From an optimization exercise on the open Yosys and OpenROAD flow, aimed at small area, a short achievable clock period and few clock cycles; shortcuts taken in it are not production practice.
Only simulation tests tie the RTL to the original design; equivalence was not proved.
Power is estimated from default activity; no workload was simulated.

==> flow/design.v (outline; a module is shown in full before it is edited, if it fits) <==
// module gcg_sine_rom: 80 lines
// module gcg_freq_rom: 138 lines
// module gcg_ms_enc: 36 lines
// module gcg_ms_dec: 73 lines
// module gcg_scale: 248 lines
// module gcg_remap: 394 lines
// module gcg_synth: 723 lines
module gcg_synth (
    input  wire        clk,
    input  wire        rst,           
    input  wire        sample_tick,   
    output wire        ready,
    input  wire [16:0] stream_len,    
    output wire        mem_req,
    output wire [15:0] mem_addr,
    input  wire        mem_ack,
    input  wire [7:0]  mem_rdata,
    output reg         sample_valid,
    output reg  [7:0]  sample_out,
    output reg         stream_end,
    output wire        halted
);
  // ...
==> flow/flow/run.sh <==
#!/bin/bash
set -euo pipefail
bash standard.sh SETUP_SLACK_MARGIN=6 finish > standard_make.log 2>&1
==> flow/standard.sh <==
#!/bin/bash
# synth_recipe.tcl (not shown) runs the flow's synth.tcl, then flattens the netlist and writes it again
# the make line also repeats each setting of config.mk as NAME=value (left out here)
make -C /OpenROAD-flow-scripts/flow DESIGN_CONFIG=/design/flow/config.mk WORK_HOME=/design/flow/orfs CLKGATE_MAP_FILE= SYNTH_SCRIPT=/design/flow/synth_recipe.tcl "${@:-finish}"
==> flow/config.mk <==
export PLATFORM = sky130hd
export DESIGN_NAME = gcg_synth
export DESIGN_NICKNAME = gcg_synth
export VERILOG_FILES = /design/flow/design.v
export SDC_FILE = /design/flow/constraint.sdc
export NUM_CORES = 4
export LEC_CHECK = 0
export CAP_MARGIN = 20
export CORE_MARGIN = 2
export CORE_UTILIZATION = 45
export SETUP_SLACK_MARGIN = 5
export SLEW_MARGIN = 20
==> flow/constraint.sdc <==
create_clock -name core_clock -period 10.0 [get_ports {clk}]
set_input_delay 2.0000 -clock core_clock [delete_from_list [all_inputs] [get_ports {clk}]]
set_output_delay 2.0000 -clock core_clock [all_outputs]
set_load 0.01 [all_outputs]
==> out/qor.yml, run 1 <==
clock_skew_ns: 0.161
num-multi-input-gates: 8951
num-nonclk-buffers: 520
post-place-ws_ns: 4.95
timing.rr.end: "p5_m[2]"
floorplan.core_area_sq_mm: 0.246
antenna_violations_before_repair: 21
pwr_density_cell_mw_per_mm2: 112
hp-start: "p4_g[4]"
num_vias: 93300
design.seq.count: 1565
global_route_wire_length_before_repair_um: 562000
top_register_by_number_of_flip_flops: "pre_s"
run_status: "timing/DRC/antenna clean"
cts_hold_buf: 0
grtUsageMet3_pct: 4.67
power_mw: 14.3
detail_route.iter0.violations: 8961
clock_buffer_count: 240
maxCapViolCount: 0
timing.critical_path.slowest_stage_cell: "sky130_fd_sc_hd__fa_1"
synth_top_family_by_area: "simple AND/OR/NAND/NOR gates"
worstRegToRegCells: 15
dpl.hpwl_um: 262000
overflow: 0
wirelength_um: 373000
Testbench counts, summed over its fixed seeds: cycles 16,707.
==> run 2, diff against run 1 <==
==> flow/flow/run.sh (replaced) <==
#!/bin/bash
set -euo pipefail
bash standard.sh SETUP_SLACK_MARGIN=7 finish > standard_make.log 2>&1
==> out/qor.yml, run 2 <==
run_status: "timing/DRC/antenna clean"  # unchanged
number_of_flip_flops_under_the_largest_register_name: 128  # unchanged
antenna_violation_net_count_after_detailed_routing: 0  # unchanged
grt_max_degree: 76  # was 74
p_leak_nw: 56.9  # was 50.9 nW
timing.rr.end: "p5_m[0]"  # was p5_m[2]
crit_buf_inv: 3  # unchanged
regToRegStartpoint: "p4_sum[3]"  # was p4_sum[6]
pwr_density_cell_mw_per_mm2: 102  # was 112 mW/mm^2
synth_sequential_area_ratio_pct: 34.4  # unchanged
grt_setup_unrepaired: "yes"  # unchanged
place_congestion: 0.987  # was 0.957
yosysWarnings: 57  # unchanged
global_route_wire_length_before_repair_um: 590000  # was 562000 um
synth-main-ff-cell: "sky130_fd_sc_hd__dfxtp_1"  # unchanged
full_die_area_sq_mm: 0.252  # unchanged
cts_hold_buf: 0  # unchanged
met2_wirelength_um: 187000  # was 172000 um
reg_clk_slew_reported_paths_ns: 0.06  # about the same
floorplan.core_area_sq_mm: 0.246  # unchanged
crit_type: "flop to flop"  # unchanged
synth_compound_area_share_pct: 15.6  # unchanged
crit_path_max_fanout: 6  # unchanged
layout_commonest_cell: "sky130_fd_sc_hd__nor2_1"  # unchanged
vias_in_the_first_global_route: 94700  # was 91600
top_register_by_number_of_flip_flops: "pre_s"  # unchanged
syn-num-nets: 13400  # unchanged
critical_path_cell_by_cell: "fa_1 -> inv_2 -> fa_1 -> inv_1 -> fa_1 -> inv_2 -> ha_4 -> a211oi_2 -> o211ai_1 -> o211a_1 -> o41a_1 -> o211ai_1 -> a31oi_2 -> or4_4 -> nand3_4 -> nand2_1"  # was clkinvlp_4 -> fa_1 -> inv_1 -> fa_1 -> fa_1 -> inv_1 -> ha_1 -> o211ai_1 -> nor2b_1 -> o41a_1 -> o211ai_1 -> a31oi_2 -> or4_4 -> nand3_4 -> o21ai_1
maxUsedRoutingLayer: "met5"  # unchanged
fin_hold_ws_ns: 0.325  # about the same
crit_cells: 16  # was 15
timing.hold.worst.class: "flop to flop"  # unchanged
min_tclk_post_route_ns: 4.33  # was 4.36 ns
timing.critical_path.to_type: "flop"  # unchanged
cp_common_cell: "sky130_fd_sc_hd__fa_1"  # unchanged
die_width_um: 502  # unchanged
dpl.hpwl_um: 266000  # was 262000 um
antenna_violations_before_repair: 21  # unchanged
post_route_fraction_of_the_period_consumed_by_the_critical_path_pct: 43.3  # was 43.6%
wirelength_um: 411000  # was 373000 um
crit_path_end: "p5_m[0]"  # was p5_m[2]
remaining_drc_errors: 0  # unchanged
clkSinkCount: 1565  # unchanged
worstPathRequired_ns: 10.72  # was 10.71 ns
htreeDepth: 4  # unchanged
fin_tns_setup_ns: 0  # unchanged
critical-path-top-delay-family: "adder cells"  # unchanged
worst-endpoint-arrival_ns: 5.04  # was 5.07 ns
fp-row-count: 182  # unchanged
synth_top_family_by_area: "simple AND/OR/NAND/NOR gates"  # unchanged
synth-edff-count: 711  # unchanged
overflow: 0  # unchanged
drive_gt1_share_pct: 25.7  # was 13.2%
worstRegToRegCells: 16  # was 15
timing.slew.headroom_pct: 10.4  # was 18.4%
irDropWorstVdd_v: 0.000161  # was 0.000170 V
synth_seq_cells: 1565  # unchanged
max_stage_delay_ns: 0.56  # was 0.52 ns
final_max_slew_viol_count: 0  # unchanged
yosys.area_share.xor_xnor_pct: 4.89  # unchanged
final_net_count: 14200  # was 13500
post_synth_instance_area_sq_mm: 0.112  # unchanged
fin_cells: 16500  # was 15700
final-hold-violation-count: 0  # unchanged
setup_violations: 0  # unchanged
cts.root.buffer_cell: "sky130_fd_sc_hd__clkbuf_16"  # unchanged
dr.pass1.iters: 7  # was 6
peak_clock_frequency_supported_by_timing_mhz: 231  # was 229 MHz
clock_skew_ns: 0.112  # was 0.161 ns
synthAdderAreaFrac_pct: 17.4  # unchanged
synth_top_area_share_pct: 19.1  # unchanged
timing.critical_path.slowest_stage_cell: "sky130_fd_sc_hd__fa_1"  # unchanged
synth_top_area_cell: "sky130_fd_sc_hd__edfxtp_1"  # unchanged
post_synth.cell_area_avg_sq_um: 9.20  # unchanged
netlist_instances: 12100  # unchanged
maxCapViolCount: 0  # unchanged
port_buffers: 57  # unchanged
cts_inserted_buffers: 177  # unchanged
worstSetupStartpointType: "flop"  # unchanged
cp-startpoint: "p4_sum[3]"  # was p4_sum[6]
yosys.area_share.simple_pct: 17.9  # unchanged
placedCellCount: 15100  # about the same
detail_route.iter0.violations: 10600  # was 8961
synth.mux.area_fraction_pct: 4.21  # unchanged
tightest_slew_ns: 1.34  # was 1.21 ns
route.detailed.wl_per_inst_um: 24.9  # was 23.7 um
tritoncts: "done"  # unchanged
wl_met1_um: 165000  # was 156000 um
synthMostInstantiatedCell: "sky130_fd_sc_hd__nor2_1"  # unchanged
routed-wl-met3_um: 37600  # was 28400 um
synth_area_leaders: "sky130_fd_sc_hd__edfxtp_1, sky130_fd_sc_hd__dfxtp_1, sky130_fd_sc_hd__fa_1"  # unchanged
highest_count_cells_in_the_layout_ignoring_fill_and_taps: "sky130_fd_sc_hd__nor2_1, sky130_fd_sc_hd__inv_1, sky130_fd_sc_hd__buf_4"  # was sky130_fd_sc_hd__nor2_1, sky130_fd_sc_hd__inv_1, sky130_fd_sc_hd__nand2_1
synth_cell_types: 115  # unchanged
track_usage_pct: 30.5  # was 28.8%
initial_core_util_pct: 45.4  # unchanged
num_vias: 99300  # was 93300
die-height_um: 502  # unchanged
reg2reg_setup_slack_ns: 5.67  # was 5.64 ns
areaGrowthSynthToFinish_pct: 27.2  # was 13.9%
power_mw: 14.6  # was 14.3 mW
i_o_pin_count: 58  # unchanged
clockBufferDepth: 3  # unchanged
asyncSetResetFlopFracSynth_pct: 0  # unchanged
clock_insertion_delay_worst_skew_ns: 0.90  # was 0.95 ns
via_per_inst: 6.03  # was 5.94
yosys-top-cells-count: "sky130_fd_sc_hd__nor2_1, sky130_fd_sc_hd__inv_1, sky130_fd_sc_hd__nand2_1"  # unchanged
run 2: changes by cell type in the layout (fill, tap and decap cells not counted), moves of 47 or more:
cell / delta
sky130_fd_sc_hd__ha_1: -67
sky130_fd_sc_hd__buf_12: +72
sky130_fd_sc_hd__nor2_1: -82
sky130_fd_sc_hd__o21ai_0: -145
sky130_fd_sc_hd__a21oi_2: +61
sky130_fd_sc_hd__a21oi_1: -89
sky130_fd_sc_hd__buf_6: +167
sky130_fd_sc_hd__o21ai_1: +106
sky130_fd_sc_hd__nor2_4: +48
sky130_fd_sc_hd__nand2_2: +47
sky130_fd_sc_hd__ha_4: +64
sky130_fd_sc_hd__nand2_1: -84
sky130_fd_sc_hd__dfxtp_1: -60
sky130_fd_sc_hd__buf_4: +474
run 2: worst min path at each step:
stage / startpoint / slack, ns / depth (start not counted) / end
final: p4_g[3] / 0.33 / 0 / p5_g[3]
after global routing: p4_g[6] / 0.33 / 0 / p5_g[6]
after CTS: p4_g[3] / 0.33 / 0 / p5_g[3]
after detailed placement: p4_g[3] / 0.31 / 0 / p5_g[3]
after global placement: p3_g[3] / 0.31 / 0 / p4_g[3]
after floorplan: p4_g[2] / 0.31 / 0 / p5_g[2]
run 2: repair_timing:
action / 4_1_cts / 5_1_grt
cloned: 27 / 31
gates resized for setup: 1478 / 1020
pin swaps: 525 / 555
buffers inserted: 587 / 388
endpoints found under the hold margin: 0 / 0
endpoints found under the setup margin: 1367 / 1064
run 2: layout make-up:
cell class,instances,area (sq um)
multi-input cells,8970,76700
fillers,20800,104000
flip-flops and latches,1565,39000
diodes,11,27.5
repair buffers,1263,12100
clock inverters,78,1090
well taps,3312,4140
clock buffers,256,5060
inverters,1015,3990
run 2: where the power goes:
group          leakage (nW)  switching (mW)  total (mW)  internal, mW
clock network          2.96            2.99        6.85          3.86
registers              13.5          0.0960        6.74          6.65
logic                  40.4           0.546       0.979         0.432
total                  56.9            3.63        14.6          10.9
run 2: metrics by stage:
stage               cell area (sq um)  worst slack [ns]  utilization, %
global route                   142000              5.48            57.7
finish                         142000              5.67            57.7
CTS                            134000              5.66            54.4
global placement               117000              5.23            47.6
detailed placement             117000              5.16            47.6
floorplan                      114000              5.81               -
run 2: kinds of logic (layout without fill, tap and decap cells):
group	count (synthesis)	after routing
simple gates	4039	4055
other cells	0	11
compound gates	2648	2649
buf+inv	1633	2612
fa+ha+maj	1224	1224
xor+xnor	603	607
flops	1565	1565
mux	435	435
run 2: routing by layer:
layer  up-vias  GRT usage, %
li1      44400             -
met4        12          12.9
met5         -             0
met2      4754          48.9
met1     49100          40.0
met3      1041          6.09
run 2: worst reg2reg max path: stages, from the launching register on:
cell                       delay (ns)
sky130_fd_sc_hd__dfxtp_4         0.39
sky130_fd_sc_hd__fa_1            0.56
sky130_fd_sc_hd__inv_2           0.05
sky130_fd_sc_hd__fa_1            0.47
sky130_fd_sc_hd__inv_1           0.05
sky130_fd_sc_hd__fa_1            0.49
sky130_fd_sc_hd__inv_2           0.05
sky130_fd_sc_hd__ha_4            0.21
sky130_fd_sc_hd__a211oi_2        0.19
sky130_fd_sc_hd__o211ai_1        0.16
sky130_fd_sc_hd__o211a_1         0.14
sky130_fd_sc_hd__o41a_1          0.39
sky130_fd_sc_hd__o211ai_1        0.28
sky130_fd_sc_hd__a31oi_2         0.16
sky130_fd_sc_hd__or4_4           0.44
sky130_fd_sc_hd__nand3_4         0.10
sky130_fd_sc_hd__nand2_1         0.06
==> run 3, diff against run 2 <==
==> flow/flow/run.sh (replaced) <==
#!/bin/bash
set -euo pipefail
bash standard.sh SETUP_SLACK_MARGIN=6.5 finish > standard_make.log 2>&1
--- a/flow/config.mk
+++ b/flow/config.mk
@@ -8,5 +8,5 @@
 export CAP_MARGIN = 20
 export CORE_MARGIN = 2
-export CORE_UTILIZATION = 45
+export CORE_UTILIZATION = 55
 export SETUP_SLACK_MARGIN = 5
 export SLEW_MARGIN = 20
==> out/qor.yml, run 3 <==
run_status: "timing/DRC/antenna clean"  # unchanged
min_tclk_post_route_ns: 4.32  # was 4.33 ns
vias_in_the_first_global_route: 92200  # was 94700
crit_type: "flop to flop"  # unchanged
antenna_violations_before_repair: 21  # unchanged
track_usage_pct: 36.4  # was 30.5%
synthMostInstantiatedCell: "sky130_fd_sc_hd__nor2_1"  # unchanged
post_synth_instance_area_sq_mm: 0.112  # unchanged
remaining_drc_errors: 0  # unchanged
i_o_pin_count: 58  # unchanged
synth_seq_cells: 1565  # unchanged
peak_clock_frequency_supported_by_timing_mhz: 231  # about the same
fin_tns_setup_ns: 0  # unchanged
clockBufferDepth: 3  # unchanged
synth_cell_types: 115  # unchanged
worst-endpoint-arrival_ns: 5.08  # was 5.04 ns
detail_route.iter0.violations: 9069  # was 10600
tightest_slew_ns: 1.26  # was 1.34 ns
syn-num-nets: 13400  # unchanged
overflow: 0  # unchanged
port_buffers: 57  # unchanged
worstSetupStartpointType: "flop"  # unchanged
clock_insertion_delay_worst_skew_ns: 0.89  # was 0.90 ns
synth-main-ff-cell: "sky130_fd_sc_hd__dfxtp_1"  # unchanged
dpl.hpwl_um: 270000  # was 266000 um
asyncSetResetFlopFracSynth_pct: 0  # unchanged
setup_violations: 0  # unchanged
worstRegToRegCells: 15  # was 16
maxCapViolCount: 0  # unchanged
max_stage_delay_ns: 0.48  # was 0.56 ns
pwr_density_cell_mw_per_mm2: 109  # was 102 mW/mm^2
final-hold-violation-count: 0  # unchanged
htreeDepth: 4  # unchanged
p_leak_nw: 52.5  # was 56.9 nW
critical_path_cell_by_cell: "buf_4 -> fa_1 -> fa_1 -> inv_1 -> fa_1 -> ha_1 -> o21a_1 -> o211ai_1 -> nor2b_1 -> o41a_1 -> o211ai_1 -> a31oi_2 -> or4_4 -> nand3_4 -> o21ai_1"  # was fa_1 -> inv_2 -> fa_1 -> inv_1 -> fa_1 -> inv_2 -> ha_4 -> a211oi_2 -> o211ai_1 -> o211a_1 -> o41a_1 -> o211ai_1 -> a31oi_2 -> or4_4 -> nand3_4 -> nand2_1
timing.hold.worst.class: "flop to flop"  # unchanged
floorplan.core_area_sq_mm: 0.202  # was 0.246 sq mm
irDropWorstVdd_v: 0.000177  # was 0.000161 V
crit_path_max_fanout: 6  # unchanged
hp-start: "p4_g[2]"  # was p4_g[3]
clkSinkCount: 1565  # unchanged
global_route_wire_length_before_repair_um: 572000  # was 590000 um
timing.final.ws_setup_ns: 5.68  # was 5.67 ns
via_per_inst: 6.24  # was 6.03
place_congestion: 1.01  # was 0.987
fp-row-count: 165  # was 182
timing.critical_path.to_type: "flop"  # unchanged
synth_sequential_area_ratio_pct: 34.4  # unchanged
areaGrowthSynthToFinish_pct: 16.8  # was 27.2%
full_die_area_sq_mm: 0.207  # was 0.252 sq mm
grt_max_degree: 62  # was 76
die_width_um: 455  # was 502 um
cts.root.buffer_cell: "sky130_fd_sc_hd__clkbuf_16"  # unchanged
final_max_slew_viol_count: 0  # unchanged
worstPathRequired_ns: 10.75  # was 10.72 ns
top_register_by_number_of_flip_flops: "pre_s"  # unchanged
timing.critical_path.slowest_stage_cell: "sky130_fd_sc_hd__fa_1"  # unchanged
tritoncts: "done"  # unchanged
hold-path-cell-count: 0  # unchanged
initial_core_util_pct: 55.3  # was 45.4%
clock_skew_ns: 0.0704  # was 0.112 ns
synth_top_area_cell: "sky130_fd_sc_hd__edfxtp_1"  # unchanged
cts_hold_buf: 0  # unchanged
regToRegStartpoint: "p4_sum[0]"  # was p4_sum[3]
final_net_count: 13700  # was 14200
cts_inserted_buffers: 176  # was 177
holdPathEnd: "p5_g[2]"  # was p5_g[3]
cp_common_cell: "sky130_fd_sc_hd__fa_1"  # unchanged
antenna_violation_net_count_after_detailed_routing: 0  # unchanged
reg_clk_slew_reported_paths_ns: 0.06  # about the same
number_of_flip_flops_under_the_largest_register_name: 128  # unchanged
timing.slew.headroom_pct: 15.7  # was 10.4%
highest_count_cells_in_the_layout_ignoring_fill_and_taps: "sky130_fd_sc_hd__nor2_1, sky130_fd_sc_hd__inv_1, sky130_fd_sc_hd__nand2_1"  # was sky130_fd_sc_hd__nor2_1, sky130_fd_sc_hd__inv_1, sky130_fd_sc_hd__buf_4
dr.pass1.iters: 6  # was 7
layout_commonest_cell: "sky130_fd_sc_hd__nor2_1"  # unchanged
synth-edff-count: 711  # unchanged
die-height_um: 455  # was 502 um
route.detailed.wl_per_inst_um: 25.4  # was 24.9 um
post-place-ws_ns: 5.18  # was 5.16 ns
reg2reg_setup_slack_ns: 5.68  # was 5.67 ns
yosys-top-cells-count: "sky130_fd_sc_hd__nor2_1, sky130_fd_sc_hd__inv_1, sky130_fd_sc_hd__nand2_1"  # unchanged
yosysWarnings: 57  # unchanged
fin_hold_ws_ns: 0.324  # was 0.325 ns
synth_area_leaders: "sky130_fd_sc_hd__edfxtp_1, sky130_fd_sc_hd__dfxtp_1, sky130_fd_sc_hd__fa_1"  # unchanged
num_vias: 95400  # was 99300
post_route_fraction_of_the_period_consumed_by_the_critical_path_pct: 43.2  # was 43.3%
drive_gt1_share_pct: 17.3  # was 25.7%
post_synth.cell_area_avg_sq_um: 9.20  # unchanged
timing.rr.end: "p5_m[2]"  # was p5_m[0]
synth_top_area_share_pct: 19.1  # unchanged
grt_setup_unrepaired: "yes"  # unchanged
wirelength_um: 388000  # was 411000 um
netlist_instances: 12100  # unchanged
==> run 3: cell counts after synthesis <==
No cell type changed its count.
==> run 3: final cells by class <==
class	count	area [sq um]
Clock inverter	110	1320
Clock buffer	218	4720
Timing Repair Buffer	734	6470
Sequential cell	1565	39000
Tap cell	2672	3340
Inverter	1015	3870
Antenna cell	4	10.0
Multi-Input combinational cell	8952	71800
Fill cell	16600	71600
==> run 3: critical path, delay by kind of cell (launching register included) <==
| family | cells | cell delay, ns |
|---|---|---|
| AND/OR/NAND/NOR | 3 | 0.61 |
| AO/OA/AOI/OAI | 6 | 1.35 |
| buffers and inverters | 2 | 0.23 |
| adder cells (fa/ha/maj) | 4 | 1.64 |
| flip-flops | 1 | 0.36 |
==> run 3: per-stage QoR <==
stage          power, mW  utilization, %  instances  cell area, sq um
2_1_floorplan       7.35               -      12100            113000
3_3_place_gp        7.54            57.5      14500            116000
3_5_place_dp        7.55            57.5      14500            116000
4_1_cts             14.3            63.0      15100            127000
5_1_grt             14.7            64.6      15300            131000
6_report            14.3            64.6      15300            131000
==> run 3: timing repair <==
| item | 4_1_cts | 5_1_grt |
|---|---|---|
| gates cloned | 7 | 2 |
| pin swaps | 305 | 218 |
| setup endpoints to repair | 1028 | 803 |
| setup buffers | 292 | 169 |
| resized for setup | 793 | 387 |
==> run 3: report_power, final <==
part / internal [mW] / switching, mW / total, mW
Clock: 3.83 / 2.94 / 6.77
Sequential: 6.65 / 0.0945 / 6.74
Combinational: 0.325 / 0.448 / 0.773
==> run 3: how the worst max path moves through the flow <==
stage | startpoint | cells after the start | end | slack [ns]
after global placement | np[0] | 9 | v_t[5][5] | 5.26
final | p4_sum[0] | 15 | p5_m[2] | 5.68
after global routing | p4_sum[0] | 15 | p5_m[2] | 5.51
after CTS | p4_sum[1] | 17 | p5_m[2] | 5.70
after floorplan | p4_sum[1] | 17 | p5_m[2] | 5.81
after detailed placement | v_phase[1][0] | 11 | p1_o[1][1] | 5.18
==> run 3: per-layer routing <==
metal | up-vias | GRT usage (%) | wire (um)
met5 | - | 0 | 161
met4 | 16 | 19.7 | 25100
met3 | 1001 | 8.21 | 37200
met2 | 4165 | 57.4 | 174000
met1 | 47000 | 46.6 | 151000
li1 | 43200 | - | -
==> run 3: logic make-up (layout without fill, tap and decap cells) <==
| group | after synthesis | count (layout) | share of synthesized area (%) |
|---|---|---|---|
| compound gates | 2648 | 2648 | 15.6 |
| xor+xnor | 603 | 604 | 4.89 |
| fa+ha+maj | 1224 | 1224 | 17.4 |
| buf+inv | 1633 | 2077 | 5.55 |
| flops | 1565 | 1565 | 34.4 |
| mux | 435 | 435 | 4.21 |
| other cells | 0 | 4 | 0 |
| simple gates | 4039 | 4041 | 17.9 |

## re-timing with driven ports
The flow's constraints put no driver on any port. The routed layouts listed below were extracted and timed again, unchanged, in two steps. Step 1, drivers: a clkbuf_16 drives clk and a buf_2 each remaining input, both assumed. Step 2 moves the port delays by t, midway between the first and last clock arrival at a register: inputs arrive t later, outputs are due t later. That takes back most of the time a late clock gives input paths. Three values: no drivers, after step 1, after step 2; two values: the first two.
run | shift t [ns] | setup WS [ns] | worst setup path at the end | slew at the worst register clock pin (ns) | worst slew at a driven data input, ns
run 1 | 0.971 | 5.635 / 5.635 / 5.221 | input to register | 0.07 / 0.07 | 0.05
run 2 | 0.939 | 5.675 / 5.675 / 5.675 | register to register | 0.08 / 0.08 | 0.08
run 3 | 0.958 | 5.677 / 5.677 / 5.668 | input to register | 0.07 / 0.07 | 0.04
After both steps setup and hold are still met in every run listed. For run 1, which loses most, drivers alone change the setup slack by 0.000 ns; drivers and shift together by -0.414 ns.
